What follows belongs to an exercise in optimizing a design on an open flow for small area, a short achievable clock period and few clock cycles; a production flow would make more cautious choices. Only simulation tests tie the RTL to the original design; equivalence was not proved. Power and IR drop assume default switching activity.

==> run C: inputs <==
==> flow/design.v <==
module adb_kbd_translator (
    input  wire        clk,
    input  wire        rst_n,         
    input  wire        in_valid,
    output wire        in_ready,
    input  wire        in_clear,      
    input  wire [7:0]  in_len,        
    input  wire [63:0] in_data,       
    output wire        ev_valid,
    input  wire        ev_ready,
    output wire [7:0]  ev_data,
    output reg  [31:0] short_count
);
    function [7:0] keymap;
        input [7:0] u;
        begin
            case (u)
                8'h04: keymap = 8'h80 | 8'h00;   
                8'h05: keymap = 8'h80 | 8'h0B;   
                8'h06: keymap = 8'h80 | 8'h08;   
                8'h07: keymap = 8'h80 | 8'h02;   
                8'h08: keymap = 8'h80 | 8'h0E;   
                8'h09: keymap = 8'h80 | 8'h03;   
                8'h0A: keymap = 8'h80 | 8'h05;   
                8'h0B: keymap = 8'h80 | 8'h04;   
                8'h0C: keymap = 8'h80 | 8'h22;   
                8'h0D: keymap = 8'h80 | 8'h26;   
                8'h0E: keymap = 8'h80 | 8'h28;   
                8'h0F: keymap = 8'h80 | 8'h25;   
                8'h10: keymap = 8'h80 | 8'h2E;   
                8'h11: keymap = 8'h80 | 8'h2D;   
                8'h12: keymap = 8'h80 | 8'h1F;   
                8'h13: keymap = 8'h80 | 8'h23;   
                8'h14: keymap = 8'h80 | 8'h0C;   
                8'h15: keymap = 8'h80 | 8'h0F;   
                8'h16: keymap = 8'h80 | 8'h01;   
                8'h17: keymap = 8'h80 | 8'h11;   
                8'h18: keymap = 8'h80 | 8'h20;   
                8'h19: keymap = 8'h80 | 8'h09;   
                8'h1A: keymap = 8'h80 | 8'h0D;   
                8'h1B: keymap = 8'h80 | 8'h07;   
                8'h1C: keymap = 8'h80 | 8'h10;   
                8'h1D: keymap = 8'h80 | 8'h06;   
                8'h1E: keymap = 8'h80 | 8'h12;   
                8'h1F: keymap = 8'h80 | 8'h13;   
                8'h20: keymap = 8'h80 | 8'h14;   
                8'h21: keymap = 8'h80 | 8'h15;   
                8'h22: keymap = 8'h80 | 8'h17;   
                8'h23: keymap = 8'h80 | 8'h16;   
                8'h24: keymap = 8'h80 | 8'h1A;   
                8'h25: keymap = 8'h80 | 8'h1C;   
                8'h26: keymap = 8'h80 | 8'h19;   
                8'h27: keymap = 8'h80 | 8'h1D;   
                8'h28: keymap = 8'h80 | 8'h24;   
                8'h29: keymap = 8'h80 | 8'h35;   
                8'h2A: keymap = 8'h80 | 8'h33;   
                8'h2B: keymap = 8'h80 | 8'h30;   
                8'h2C: keymap = 8'h80 | 8'h31;   
                8'h2D: keymap = 8'h80 | 8'h1B;   
                8'h2E: keymap = 8'h80 | 8'h18;   
                8'h2F: keymap = 8'h80 | 8'h21;   
                8'h30: keymap = 8'h80 | 8'h1E;   
                8'h31: keymap = 8'h80 | 8'h2A;   
                8'h33: keymap = 8'h80 | 8'h29;   
                8'h34: keymap = 8'h80 | 8'h27;   
                8'h35: keymap = 8'h80 | 8'h32;   
                8'h36: keymap = 8'h80 | 8'h2B;   
                8'h37: keymap = 8'h80 | 8'h2F;   
                8'h38: keymap = 8'h80 | 8'h2C;   
                8'h39: keymap = 8'h80 | 8'h39;   
                8'h3A: keymap = 8'h80 | 8'h7A;   
                8'h3B: keymap = 8'h80 | 8'h78;   
                8'h3C: keymap = 8'h80 | 8'h63;   
                8'h3D: keymap = 8'h80 | 8'h76;   
                8'h3E: keymap = 8'h80 | 8'h60;   
                8'h3F: keymap = 8'h80 | 8'h61;   
                8'h40: keymap = 8'h80 | 8'h62;   
                8'h41: keymap = 8'h80 | 8'h64;   
                8'h42: keymap = 8'h80 | 8'h65;   
                8'h43: keymap = 8'h80 | 8'h6D;   
                8'h44: keymap = 8'h80 | 8'h67;   
                8'h45: keymap = 8'h80 | 8'h6F;   
                8'h49: keymap = 8'h80 | 8'h72;   
                8'h4A: keymap = 8'h80 | 8'h73;   
                8'h4B: keymap = 8'h80 | 8'h74;   
                8'h4C: keymap = 8'h80 | 8'h75;   
                8'h4D: keymap = 8'h80 | 8'h77;   
                8'h4E: keymap = 8'h80 | 8'h79;   
                8'h4F: keymap = 8'h80 | 8'h3C;   
                8'h50: keymap = 8'h80 | 8'h3B;   
                8'h51: keymap = 8'h80 | 8'h3D;   
                8'h52: keymap = 8'h80 | 8'h3E;   
                8'h53: keymap = 8'h80 | 8'h47;   
                8'h54: keymap = 8'h80 | 8'h4B;   
                8'h55: keymap = 8'h80 | 8'h43;   
                8'h56: keymap = 8'h80 | 8'h4E;   
                8'h57: keymap = 8'h80 | 8'h45;   
                8'h58: keymap = 8'h80 | 8'h4C;   
                8'h59: keymap = 8'h80 | 8'h53;   
                8'h5A: keymap = 8'h80 | 8'h54;   
                8'h5B: keymap = 8'h80 | 8'h55;   
                8'h5C: keymap = 8'h80 | 8'h56;   
                8'h5D: keymap = 8'h80 | 8'h57;   
                8'h5E: keymap = 8'h80 | 8'h58;   
                8'h5F: keymap = 8'h80 | 8'h59;   
                8'h60: keymap = 8'h80 | 8'h5B;   
                8'h61: keymap = 8'h80 | 8'h5C;   
                8'h62: keymap = 8'h80 | 8'h52;   
                8'h63: keymap = 8'h80 | 8'h41;   
                8'h67: keymap = 8'h80 | 8'h51;   
                8'h68: keymap = 8'h80 | 8'h69;   
                8'h69: keymap = 8'h80 | 8'h6B;   
                8'h6A: keymap = 8'h80 | 8'h71;   
                default: keymap = 8'h00;         
            endcase
        end
    endfunction
    function [6:0] modmap;
        input [2:0] b;
        begin
            case (b)
                3'd0: modmap = 7'h36;   
                3'd1: modmap = 7'h38;   
                3'd2: modmap = 7'h3A;   
                3'd3: modmap = 7'h37;   
                3'd4: modmap = 7'h7D;   
                3'd5: modmap = 7'h7B;   
                3'd6: modmap = 7'h7C;   
                default: modmap = 7'h37;   
            endcase
        end
    endfunction
    reg  [7:0]  cur_mod;           
    reg  [41:0] cur_keys;          
    reg  [41:0] old_keys;          
    reg  [19:0] pend;              
    reg         q0_v, q1_v;        
    reg  [7:0]  q0_d, q1_d;
    wire [7:0]  n_mod = in_data[7:0];
    wire [5:0]  n_map;             
    wire [5:0]  n_lo;              
    wire [41:0] n_keys;            
    genvar gi, gj;
    generate
        for (gj = 0; gj < 6; gj = gj + 1) begin : g_new
            wire [7:0] u = in_data[16 + 8*gj +: 8];
            wire [7:0] m = keymap(u);
            assign n_map[gj] = m[7];
            assign n_lo[gj]  = ~u[7];
            assign n_keys[7*gj +: 7] = m[7] ? u[6:0] : 7'd0;
        end
    endgenerate
    wire [35:0] eq;
    generate
        for (gi = 0; gi < 6; gi = gi + 1) begin : g_i
            for (gj = 0; gj < 6; gj = gj + 1) begin : g_j
                assign eq[6*gi + gj] = n_lo[gj] &&
                    (cur_keys[7*gi +: 7] == in_data[16 + 8*gj +: 7]);
            end
        end
    endgenerate
    wire [5:0] rel_m, prs_m;
    generate
        for (gi = 0; gi < 6; gi = gi + 1) begin : g_rel
            assign rel_m[gi] = (cur_keys[7*gi +: 7] != 7'd0) && !(|eq[6*gi +: 6]);
            assign prs_m[gi] = n_map[gi] &&
                !(eq[gi] | eq[6+gi] | eq[12+gi] | eq[18+gi] | eq[24+gi] | eq[30+gi]);
        end
    endgenerate
    wire [19:0] n_pend = {prs_m, rel_m, n_mod ^ cur_mod};
    wire [19:0] first = pend & ~(pend - 20'd1) ;   
    wire        any   = |pend;
    wire        le1   = (pend & (pend - 20'd1)) == 20'd0;
    reg  [6:0]  code;              
    reg  [7:0]  mod_ev;
    integer k;
    always @(*) begin
        code   = 7'd0;
        mod_ev = 8'd0;
        for (k = 0; k < 6; k = k + 1) begin
            if (first[8+k])  code = code | old_keys[7*k +: 7];
            if (first[14+k]) code = code | cur_keys[7*k +: 7];
        end
        for (k = 0; k < 8; k = k + 1)
            if (first[k]) mod_ev = mod_ev | {~cur_mod[k], modmap(k[2:0])};
    end
    wire [7:0] slot_map = keymap({1'b0, code});
    wire       is_mod   = |pend[7:0];
    wire       is_rel   = ~is_mod & (|pend[13:8]);
    wire [7:0] ev_next  = is_mod ? mod_ev : {is_rel, slot_map[6:0]};
    wire take   = q0_v && ev_ready;
    wire push   = any && !(q1_v && !take);
    assign in_ready = !q1_v && le1;
    wire accept = in_valid && in_ready;
    wire is_rep = !in_clear && !(in_len < 8'd8);
    assign ev_valid = q0_v;
    assign ev_data  = q0_d;
    always @(posedge clk) begin
        if (!rst_n) begin
            cur_mod     <= 8'h00;
            cur_keys    <= 42'd0;
            pend        <= 20'd0;
            q0_v        <= 1'b0;
            q1_v        <= 1'b0;
            short_count <= 32'd0;
        end else begin
            if (take) begin
                if (q1_v) begin
                    q0_d <= q1_d;
                    q1_v <= push;
                    q1_d <= ev_next;
                end else begin
                    q0_v <= push;
                    q0_d <= ev_next;
                end
            end else if (!q0_v) begin
                q0_v <= push;
                q0_d <= ev_next;
            end else if (!q1_v) begin
                q1_v <= push;
                q1_d <= ev_next;
            end
            if (push)
                pend <= pend & ~first;
            if (accept) begin
                pend <= 20'd0;
                if (in_clear) begin
                    cur_mod  <= 8'h00;
                    cur_keys <= 42'd0;
                end else if (in_len < 8'd8) begin
                    short_count <= short_count + 32'd1;
                end else begin
                    cur_mod  <= n_mod;
                    cur_keys <= n_keys;
                    old_keys <= cur_keys;
                    pend     <= n_pend;
                end
            end
        end
    end
endmodule
==> flow/run.sh <==
#!/bin/bash
# synth_recipe.tcl (not shown) runs the flow's synth.tcl, then flattens the netlist and writes it again
# the make line also repeats each setting of config.mk as NAME=value (left out here)
make -C /OpenROAD-flow-scripts/flow DESIGN_CONFIG=/design/flow/config.mk WORK_HOME=/design/flow/orfs CLKGATE_MAP_FILE= SYNTH_SCRIPT=/design/flow/synth_recipe.tcl finish
==> flow/config.mk <==
export PLATFORM = sky130hd
export DESIGN_NAME = adb_kbd_translator
export DESIGN_NICKNAME = adb_kbd_translator
export VERILOG_FILES = /design/flow/design.v
export SDC_FILE = /design/flow/constraint.sdc
export NUM_CORES = 4
export LEC_CHECK = 0
export CAP_MARGIN = 20
export CORE_MARGIN = 2
export CORE_UTILIZATION = 40
export SLEW_MARGIN = 20
==> flow/constraint.sdc <==
create_clock -name core_clock -period 8.0 [get_ports {clk}]
set_input_delay 1.6000 -clock core_clock [delete_from_list [all_inputs] [get_ports {clk}]]
set_output_delay 1.6000 -clock core_clock [all_outputs]
set_load 0.01 [all_outputs]
==> inputs of run F, as changes to run C <==
==> flow/design.v, changed modules only <==
module adb_kbd_translator (
    input  wire        clk,
    input  wire        rst_n,         
    input  wire        in_valid,
    output wire        in_ready,
    input  wire        in_clear,      
    input  wire [7:0]  in_len,        
    input  wire [63:0] in_data,       
    output wire        ev_valid,
    input  wire        ev_ready,
    output wire [7:0]  ev_data,
    output reg  [31:0] short_count
);
    localparam S_IDLE = 1'b0;
    localparam S_SCAN = 1'b1;
    reg        state;
    reg [4:0]  step;              
    reg [7:0]  cur_mod;
    reg [47:0] cur_keys;          
    reg [7:0]  prev_mod;
    reg [47:0] prev_keys;
    function [7:0] keymap;
        input [7:0] u;
        begin
            case (u)
                8'h04: keymap = 8'h80 | 8'h00;   
                8'h05: keymap = 8'h80 | 8'h0B;   
                8'h06: keymap = 8'h80 | 8'h08;   
                8'h07: keymap = 8'h80 | 8'h02;   
                8'h08: keymap = 8'h80 | 8'h0E;   
                8'h09: keymap = 8'h80 | 8'h03;   
                8'h0A: keymap = 8'h80 | 8'h05;   
                8'h0B: keymap = 8'h80 | 8'h04;   
                8'h0C: keymap = 8'h80 | 8'h22;   
                8'h0D: keymap = 8'h80 | 8'h26;   
                8'h0E: keymap = 8'h80 | 8'h28;   
                8'h0F: keymap = 8'h80 | 8'h25;   
                8'h10: keymap = 8'h80 | 8'h2E;   
                8'h11: keymap = 8'h80 | 8'h2D;   
                8'h12: keymap = 8'h80 | 8'h1F;   
                8'h13: keymap = 8'h80 | 8'h23;   
                8'h14: keymap = 8'h80 | 8'h0C;   
                8'h15: keymap = 8'h80 | 8'h0F;   
                8'h16: keymap = 8'h80 | 8'h01;   
                8'h17: keymap = 8'h80 | 8'h11;   
                8'h18: keymap = 8'h80 | 8'h20;   
                8'h19: keymap = 8'h80 | 8'h09;   
                8'h1A: keymap = 8'h80 | 8'h0D;   
                8'h1B: keymap = 8'h80 | 8'h07;   
                8'h1C: keymap = 8'h80 | 8'h10;   
                8'h1D: keymap = 8'h80 | 8'h06;   
                8'h1E: keymap = 8'h80 | 8'h12;   
                8'h1F: keymap = 8'h80 | 8'h13;   
                8'h20: keymap = 8'h80 | 8'h14;   
                8'h21: keymap = 8'h80 | 8'h15;   
                8'h22: keymap = 8'h80 | 8'h17;   
                8'h23: keymap = 8'h80 | 8'h16;   
                8'h24: keymap = 8'h80 | 8'h1A;   
                8'h25: keymap = 8'h80 | 8'h1C;   
                8'h26: keymap = 8'h80 | 8'h19;   
                8'h27: keymap = 8'h80 | 8'h1D;   
                8'h28: keymap = 8'h80 | 8'h24;   
                8'h29: keymap = 8'h80 | 8'h35;   
                8'h2A: keymap = 8'h80 | 8'h33;   
                8'h2B: keymap = 8'h80 | 8'h30;   
                8'h2C: keymap = 8'h80 | 8'h31;   
                8'h2D: keymap = 8'h80 | 8'h1B;   
                8'h2E: keymap = 8'h80 | 8'h18;   
                8'h2F: keymap = 8'h80 | 8'h21;   
                8'h30: keymap = 8'h80 | 8'h1E;   
                8'h31: keymap = 8'h80 | 8'h2A;   
                8'h33: keymap = 8'h80 | 8'h29;   
                8'h34: keymap = 8'h80 | 8'h27;   
                8'h35: keymap = 8'h80 | 8'h32;   
                8'h36: keymap = 8'h80 | 8'h2B;   
                8'h37: keymap = 8'h80 | 8'h2F;   
                8'h38: keymap = 8'h80 | 8'h2C;   
                8'h39: keymap = 8'h80 | 8'h39;   
                8'h3A: keymap = 8'h80 | 8'h7A;   
                8'h3B: keymap = 8'h80 | 8'h78;   
                8'h3C: keymap = 8'h80 | 8'h63;   
                8'h3D: keymap = 8'h80 | 8'h76;   
                8'h3E: keymap = 8'h80 | 8'h60;   
                8'h3F: keymap = 8'h80 | 8'h61;   
                8'h40: keymap = 8'h80 | 8'h62;   
                8'h41: keymap = 8'h80 | 8'h64;   
                8'h42: keymap = 8'h80 | 8'h65;   
                8'h43: keymap = 8'h80 | 8'h6D;   
                8'h44: keymap = 8'h80 | 8'h67;   
                8'h45: keymap = 8'h80 | 8'h6F;   
                8'h49: keymap = 8'h80 | 8'h72;   
                8'h4A: keymap = 8'h80 | 8'h73;   
                8'h4B: keymap = 8'h80 | 8'h74;   
                8'h4C: keymap = 8'h80 | 8'h75;   
                8'h4D: keymap = 8'h80 | 8'h77;   
                8'h4E: keymap = 8'h80 | 8'h79;   
                8'h4F: keymap = 8'h80 | 8'h3C;   
                8'h50: keymap = 8'h80 | 8'h3B;   
                8'h51: keymap = 8'h80 | 8'h3D;   
                8'h52: keymap = 8'h80 | 8'h3E;   
                8'h53: keymap = 8'h80 | 8'h47;   
                8'h54: keymap = 8'h80 | 8'h4B;   
                8'h55: keymap = 8'h80 | 8'h43;   
                8'h56: keymap = 8'h80 | 8'h4E;   
                8'h57: keymap = 8'h80 | 8'h45;   
                8'h58: keymap = 8'h80 | 8'h4C;   
                8'h59: keymap = 8'h80 | 8'h53;   
                8'h5A: keymap = 8'h80 | 8'h54;   
                8'h5B: keymap = 8'h80 | 8'h55;   
                8'h5C: keymap = 8'h80 | 8'h56;   
                8'h5D: keymap = 8'h80 | 8'h57;   
                8'h5E: keymap = 8'h80 | 8'h58;   
                8'h5F: keymap = 8'h80 | 8'h59;   
                8'h60: keymap = 8'h80 | 8'h5B;   
                8'h61: keymap = 8'h80 | 8'h5C;   
                8'h62: keymap = 8'h80 | 8'h52;   
                8'h63: keymap = 8'h80 | 8'h41;   
                8'h67: keymap = 8'h80 | 8'h51;   
                8'h68: keymap = 8'h80 | 8'h69;   
                8'h69: keymap = 8'h80 | 8'h6B;   
                8'h6A: keymap = 8'h80 | 8'h71;   
                default: keymap = 8'h00;         
            endcase
        end
    endfunction
    function [6:0] modmap;
        input [2:0] b;
        begin
            case (b)
                3'd0: modmap = 7'h36;   
                3'd1: modmap = 7'h38;   
                3'd2: modmap = 7'h3A;   
                3'd3: modmap = 7'h37;   
                3'd4: modmap = 7'h7D;   
                3'd5: modmap = 7'h7B;   
                3'd6: modmap = 7'h7C;   
                default: modmap = 7'h37;   
            endcase
        end
    endfunction
    wire        is_mod     = (step < 5'd8);
    wire        is_release = (step >= 5'd8) && (step < 5'd14);
    wire [2:0]  slot       = is_release ? (step - 5'd8) : (step - 5'd14);
    wire [7:0]  mod_diff   = cur_mod ^ prev_mod;
    wire [7:0]  code       = is_release ? prev_keys[8*slot +: 8] : cur_keys[8*slot +: 8];
    wire [47:0] other      = is_release ? cur_keys : prev_keys;
    wire        in_other   = (other[7:0]   == code) || (other[15:8]  == code) ||
                             (other[23:16] == code) || (other[31:24] == code) ||
                             (other[39:32] == code) || (other[47:40] == code);
    wire [7:0]  mapped     = keymap(code);
    reg         hit;
    reg  [7:0]  event_byte;
    always @(*) begin
        if (is_mod) begin
            hit        = mod_diff[step[2:0]];
            event_byte = {~cur_mod[step[2:0]], modmap(step[2:0])};
        end else begin
            hit        = (code != 8'h00) && !in_other && mapped[7];
            event_byte = {is_release, mapped[6:0]};
        end
    end
    assign in_ready = (state == S_IDLE);
    assign ev_valid = (state == S_SCAN) && hit;
    assign ev_data  = event_byte;
    wire accept  = in_valid && in_ready;
    wire advance = (state == S_SCAN) && (!hit || ev_ready);
    always @(posedge clk) begin
        if (!rst_n) begin
            state       <= S_IDLE;
            step        <= 5'd0;
            cur_mod     <= 8'h00;
            cur_keys    <= 48'h0;
            prev_mod    <= 8'h00;
            prev_keys   <= 48'h0;
            short_count <= 32'd0;
        end else begin
            if (accept) begin
                if (in_clear) begin
                    prev_mod  <= 8'h00;
                    prev_keys <= 48'h0;
                end else if (in_len < 8'd8) begin
                    short_count <= short_count + 32'd1;
                end else begin
                    cur_mod  <= in_data[7:0];
                    cur_keys <= in_data[63:16];
                    step     <= 5'd0;
                    state    <= S_SCAN;
                end
            end
            if (advance) begin
                if (step == 5'd19) begin
                    prev_mod  <= cur_mod;
                    prev_keys <= cur_keys;
                    state     <= S_IDLE;
                end
                step <= step + 5'd1;
            end
        end
    end
endmodule
==> summary.txt <==
                                                                                 run F        run C
Wire length on met1                                                          13,100 um    18,500 um
Total die area                                                             26,100 um^2  32,900 um^2
Max IR drop VDD                                                                 154 uV       262 uV
Power per cell area                                                        167 nW/um^2  308 nW/um^2
Area of the multi-input gates                                                6440 um^2    8000 um^2
Worst R2R Path Depth                                                                16           11
Filler cells                                                                     2,422        3,085
Area of all sequential standard cells                                        3010 um^2    3820 um^2
Maximum number of pins on one net before global-route repair                       100           81
Portion of the clock cycle consumed by the worst path in the final layout        88.1%        71.3%
Outcome                                               no timing/DRC/antenna violations  no timing/DRC/antenna violations
Post-placement cell count                                                        1,611        1,935
Net switching share of the total power                                           29.8%        48.8%
Top-area cell type share of the netlist area                                     30.2%        16.6%
Relative slew slack                                                              29.5%        32.2%
Register-to-register path setup slack                                          2.71 ns      2.29 ns
Library cells used by synthesis                                                     77           84
Highest net fanout along the worst path                                             14           29
Total number of clock tree sinks                                                   150          162
Synth Net Count                                                                  1,330        1,659
Post-Route Skew                                                              0.0151 ns    0.0214 ns
Worst hold slack                                                              0.471 ns     0.506 ns
Crit path kind                                                              reg -> out   reg -> reg
Die width                                                                       162 um       181 um
Testbench counts of run C, summed over its fixed seeds: cycles 2,438.
Testbench counts of run F, summed over its fixed seeds: cycles 50,360.

separate check: timing with driven ports:
The results above use ideal ports. As a check the final layouts listed here were re-extracted and re-timed, cells and wires unchanged. Step 1, drivers: a clkbuf_16 drives clk and a buf_2 each remaining input, both assumed. Step 2 also shifts input and output timing later by t, the mid clock arrival at the registers, as if the neighbouring blocks saw the same clock. a / b / c = ideal ports / drivers / drivers and shift; a / b = the first two.
| run | t, ns | setup WS [ns] | clock arrival spread, ns | worst register clock-pin slew, ns | pins driven straight from the clock port |
|---|---|---|---|---|---|
| run C | 0.490 | 2.294 / 2.294 / 2.294 | 0.022 / 0.021 | 0.09 / 0.09 | 1 |
| run F | 0.473 | 0.948 / 0.901 / 1.373 | 0.015 / 0.015 | 0.07 / 0.07 | 1 |
After both steps every run listed still meets setup and hold.
